From an optimization exercise on the open Yosys and OpenROAD flow, aimed at small area and a short achievable clock period; shortcuts taken in it are not production practice. In this exercise RTL edits were held to simulation tests only and were not proved equivalent to the original. Power and IR drop assume default switching activity.

==> inputs of wip/cedar <==
==> flow/design.v <==
module agon_timer #(
    parameter [31:0] REVISION     = 32'h00010801,
    parameter integer STATUS_DELAY = 2,
    parameter integer INTRPT_DELAY = 4
) (
    input  wire       clk,
    input  wire       rst,      
    input  wire       clk1,     
    input  wire       req,      
    input  wire       we,       
    input  wire [7:0] addr,
    input  wire [7:0] wdata,
    output reg  [7:0] rdata,    
    output reg  [2:0] irq       
);
    reg [31:0] cw_q [0:2];    
    reg [31:0] rld [0:2];
    reg [31:0] m0  [0:2];
    reg [31:0] m1  [0:2];
    reg [11:0] ctrl;
    reg [8:0]  status;
    reg [8:0]  mask;
    reg        rst_q;
    reg        clk1_q;
    reg [8:0]  st2;      
    reg [2:0]  ir3;      
    reg [2:0]  ir4;      
    wire [31:0] cnt [0:2];    
    wire [2:0]  step1;        
    wire [2:0]  ovf1;         
    genvar g, b, k;
    generate
        for (g = 0; g < 3; g = g + 1) begin : g_cnt
            wire up = ctrl[9+g];
            assign step1[g] = ctrl[3*g] & (~ctrl[3*g+1] | clk1_q);
            wire [31:0] cw = cw_q[g];
            wire [31:0] x = cw ^ {32{~up}};
            wire [31:0] lm;
            wire [3:0]  bf;
            for (b = 0; b < 4; b = b + 1) begin : g_lm
                assign lm[8*b] = 1'b1;
                for (k = 1; k < 8; k = k + 1) begin : g_bit
                    assign lm[8*b+k] = &x[8*b +: k];
                end
                assign bf[b] = &x[8*b +: 8];
            end
            wire [3:0] cin = {&bf[2:0], &bf[1:0], bf[0], 1'b1};
            wire wrap = &bf;
            wire [31:0] tg = lm & {{8{cin[3]}}, {8{cin[2]}}, {8{cin[1]}}, {8{cin[0]}}};
            assign ovf1[g] = step1[g] & wrap & ctrl[3*g+2];
            assign cnt[g] = rst_q    ? 32'h0 :
                            ~step1[g] ? cw :
                            wrap     ? rld[g] :
                                       cw ^ tg;
        end
    endgenerate
    wire [8:0] st1;
    generate
        for (g = 0; g < 3; g = g + 1) begin : g_st1
            assign st1[3*g+0] = step1[g] & (cnt[g] == m0[g]);
            assign st1[3*g+1] = step1[g] & (cnt[g] == m1[g]);
            assign st1[3*g+2] = ovf1[g];
        end
    endgenerate
    wire       wr_win   = req & we & (addr[7:6] == 2'b00);
    wire [1:0] lane     = addr[1:0];
    wire [3:0] lane_dec = 4'b0001 << lane;
    wire [15:0] wreg    = (16'h0001 << addr[5:2]) & {16{wr_win}};
    reg [31:0] rd_word;
    always @(*) begin
        case (addr[5:2])
            4'd0:  rd_word = cnt[0];
            4'd1:  rd_word = rld[0];
            4'd2:  rd_word = m0[0];
            4'd3:  rd_word = m1[0];
            4'd4:  rd_word = cnt[1];
            4'd5:  rd_word = rld[1];
            4'd6:  rd_word = m0[1];
            4'd7:  rd_word = m1[1];
            4'd8:  rd_word = cnt[2];
            4'd9:  rd_word = rld[2];
            4'd10: rd_word = m0[2];
            4'd11: rd_word = m1[2];
            4'd12: rd_word = {20'h0, ctrl};
            4'd13: rd_word = {23'h0, status};
            4'd14: rd_word = {23'h0, mask};
            default: rd_word = REVISION;
        endcase
    end
    reg [7:0] rd_byte;
    always @(*) begin
        case (lane)
            2'd0: rd_byte = rd_word[7:0];
            2'd1: rd_byte = rd_word[15:8];
            2'd2: rd_byte = rd_word[23:16];
            default: rd_byte = rd_word[31:24];
        endcase
    end
    wire wctl0 = wreg[12] & lane_dec[0];
    wire wctl1 = wreg[12] & lane_dec[1];
    wire wst0  = wreg[13] & lane_dec[0];
    wire wst1  = wreg[13] & lane_dec[1];
    wire wmk0  = wreg[14] & lane_dec[0];
    wire wmk1  = wreg[14] & lane_dec[1];
    wire [11:0] ctrl_w;
    assign ctrl_w[7:0]  = wctl0 ? wdata : ctrl[7:0];
    assign ctrl_w[11:8] = wctl1 ? wdata[3:0] : ctrl[11:8];
    wire [8:0] status_w;
    assign status_w[7:0] = status[7:0] & ~(wdata & {8{wst0}});
    assign status_w[8]   = status[8] & ~(wdata[0] & wst1);
    wire [8:0] mask_w;
    assign mask_w[7:0] = wmk0 ? wdata : mask[7:0];
    assign mask_w[8]   = wmk1 ? wdata[0] : mask[8];
    wire irq_recompute = wreg[13] | wreg[14];
    wire [8:0] status_m = status_w | st2;
    reg [2:0] irq_m;
    integer n, j;
    always @(*) begin
        for (n = 0; n < 3; n = n + 1) begin
            if (ir4[n])
                irq_m[n] = |(status_m[3*n +: 3] & ~mask_w[3*n +: 3]);
            else if (irq_recompute)
                irq_m[n] = |(status_w[3*n +: 3] & ~mask_w[3*n +: 3]);
            else
                irq_m[n] = irq[n];
        end
    end
    wire [7:0] wd_r = wdata & {8{~rst}};
    always @(posedge clk) begin
        for (n = 0; n < 3; n = n + 1)
            for (j = 0; j < 4; j = j + 1) begin
                if ((wreg[4*n+1] & lane_dec[j]) | rst) rld[n][8*j +: 8] <= wd_r;
                if ((wreg[4*n+2] & lane_dec[j]) | rst) m0[n][8*j +: 8]  <= wd_r;
                if ((wreg[4*n+3] & lane_dec[j]) | rst) m1[n][8*j +: 8]  <= wd_r;
            end
    end
    always @(posedge clk) begin
        rdata   <= (addr[7:6] == 2'b00) ? rd_byte : 8'h00;
        for (n = 0; n < 3; n = n + 1)
            for (j = 0; j < 4; j = j + 1)
                cw_q[n][8*j +: 8] <= (wreg[4*n] & lane_dec[j]) ? wdata : cnt[n][8*j +: 8];
        rst_q   <= rst;
        clk1_q  <= clk1;
        if (rst) begin
            ctrl   <= 12'h0;
            status <= 9'h0;
            mask   <= 9'h0;
            irq    <= 3'b0;
            st2    <= 9'h0;
            ir3    <= 3'b0;
            ir4    <= 3'b0;
        end else begin
            ctrl   <= ctrl_w;
            status <= status_m;
            mask   <= mask_w;
            irq    <= irq_m;
            st2    <= st1;
            ir3    <= {|st2[8:6], |st2[5:3], |st2[2:0]};
            ir4    <= ir3;
        end
    end
endmodule
==> flow/flow/run.sh <==
#!/bin/bash
# The standard layout (standard.sh), with one change to synthesis: the
# technology mapping runs flow/abc.script (a plain delay-targeted ABC map)
# instead of ORFS's ABC script. The synthesis script is synth_recipe.tcl with
# an override of the abc command inserted after its first line; everything
# else (synth -nofsm -noshare, flip-flop mapping, flattening, renaming) is
# unchanged, so the registers are the standard synthesis's.
set -euo pipefail
here=$(pwd)
{ head -n 1 synth_recipe.tcl; cat flow/abc_override.tcl; tail -n +2 synth_recipe.tcl; } > my_synth.tcl
export MY_ABC_SCRIPT=$here/flow/abc.script
bash standard.sh SYNTH_SCRIPT=$here/my_synth.tcl finish > standard.log 2>&1
==> flow/flow/abc.script <==
strash
dch
map -D 2000
==> flow/flow/abc_override.tcl <==
# Map with the ABC script in MY_ABC_SCRIPT instead of ORFS's: the same
# mapping call, only the script file differs. Flip-flops are mapped before
# this step (dfflibmap), so they are the standard synthesis's.
proc abc {args} {
  set i [lsearch -exact $args -script]
  if { $i >= 0 } {
    set args [lreplace $args [expr {$i + 1}] [expr {$i + 1}] $::env(MY_ABC_SCRIPT)]
  }
  yosys abc {*}$args
}
==> flow/standard.sh <==
#!/bin/bash
# synth_recipe.tcl (not shown) runs the flow's synth.tcl, then flattens the netlist and writes it again
# the make line also repeats each setting of config.mk as NAME=value (left out here)
make -C /OpenROAD-flow-scripts/flow DESIGN_CONFIG=/design/flow/config.mk WORK_HOME=/design/flow/orfs CLKGATE_MAP_FILE= SYNTH_SCRIPT=/design/flow/synth_recipe.tcl "${@:-finish}"
==> flow/config.mk <==
export PLATFORM = sky130hd
export DESIGN_NAME = agon_timer
export DESIGN_NICKNAME = agon_timer
export VERILOG_FILES = /design/flow/design.v
export SDC_FILE = /design/flow/constraint.sdc
export NUM_CORES = 4
export LEC_CHECK = 0
export CAP_MARGIN = 20
export CORE_MARGIN = 2
export CORE_UTILIZATION = 55
export CTS_CLUSTER_DIAMETER = 80
export CTS_CLUSTER_SIZE = 20
export PLACE_DENSITY = 0.65
export SETUP_SLACK_MARGIN = 5
export SLEW_MARGIN = 20
==> flow/constraint.sdc <==
create_clock -name core_clock -period 9.0 [get_ports {clk}]
set_input_delay 1.8000 -clock core_clock [delete_from_list [all_inputs] [get_ports {clk}]]
set_output_delay 1.8000 -clock core_clock [all_outputs]
set_load 0.01 [all_outputs]
==> inputs of wip/juniper, as changes to wip/cedar <==
==> flow/flow/run.sh (replaced) <==
#!/bin/bash
# The standard layout (standard.sh), with two changes:
#  - synthesis: the technology mapping runs flow/abc.script (a plain
#    delay-targeted ABC map) instead of ORFS's ABC script. The synthesis
#    script is synth_recipe.tcl with an override of the abc command inserted
#    after its first line; everything else (synth -nofsm -noshare, flip-flop
#    mapping, flattening, renaming) is unchanged, so the registers are the
#    standard synthesis's.
#  - port buffers: every input and output port still gets its own buffer,
#    but a buf_4 instead of the delay cell the resizer picks by default.
set -euo pipefail
here=$(pwd)
{ head -n 1 synth_recipe.tcl; cat flow/abc_override.tcl; tail -n +2 synth_recipe.tcl; } > my_synth.tcl
export MY_ABC_SCRIPT=$here/flow/abc.script
bash standard.sh SYNTH_SCRIPT=$here/my_synth.tcl \
  "BUFFER_PORTS_ARGS=-buffer_cell sky130_fd_sc_hd__buf_4" finish > standard.log 2>&1
==> out/qor.csv <==
stage;metric;value;unit
cells_and_area;drive_gt1_frac;0.127;
power;p_leak;9.46;nW
sta;worst_slew_pin_slew;1.15;ns
critical_path;r2r_setup_slack;4.98;ns
routing;via_per_inst;7.06;
cells_and_area;multi_input_cells;1933;
sta;slew_headroom;0.225;
outcome;status;complete, no violations;
cells_and_area;clock_area_frac;0.0378;
routing;wl_met1;37500;um
critical_path;worstSetupStartpointType;primary input;
(the above is from wip/juniper)
==> out/qor.csv <==
stage;metric;value;unit
outcome;status;complete, no violations;
sta;worst_slew_pin_slew;0.954;ns
cells_and_area;drive_gt1_frac;0.157;
cells_and_area;multi_input_area_share;0.411;
global_route;overflow;0;
sta;slew_headroom;0.361;
cells_and_area;syn2layout_area_growth;20.2;%
routing;via_per_inst;7.14;
cells_and_area;clock_area_frac;0.0352;
critical_path;cp_max_fo;15;
sta;fin_crit;4.11;ns
critical_path;r2r_setup_slack;4.89;ns
cells_and_area;multi_input_cells;1934;
(the above is from wip/cedar)

static timing again, ports no longer ideal:
The flow's constraints put no driver on any port. The routed layouts listed below were extracted and timed again, unchanged, in two steps.
Step 1, drivers: a clkbuf_16 drives clk and a buf_2 each remaining input, both assumed.
Step 2 also shifts input and output timing later by t, the mid clock arrival at the registers, as if the neighbouring blocks saw the same clock.
Three values: no drivers, after step 1, after step 2; two values: the first two.
| run | t, ns | setup WS [ns] | worst setup path at the end | clock arrival spread, ns | worst slew at a driven data input, ns |
|---|---|---|---|---|---|
| wip/cedar | 0.681 | 4.891 / 4.891 / 4.257 | input to register | 0.025 / 0.024 | 0.04 |
| wip/juniper | 0.687 | 4.748 / 4.779 / 4.092 | input to register | 0.043 / 0.042 | 0.03 |
After both steps setup and hold are still met in every run listed. For wip/juniper, which loses most, drivers alone change the setup slack by +0.031 ns; drivers and shift together by -0.656 ns.
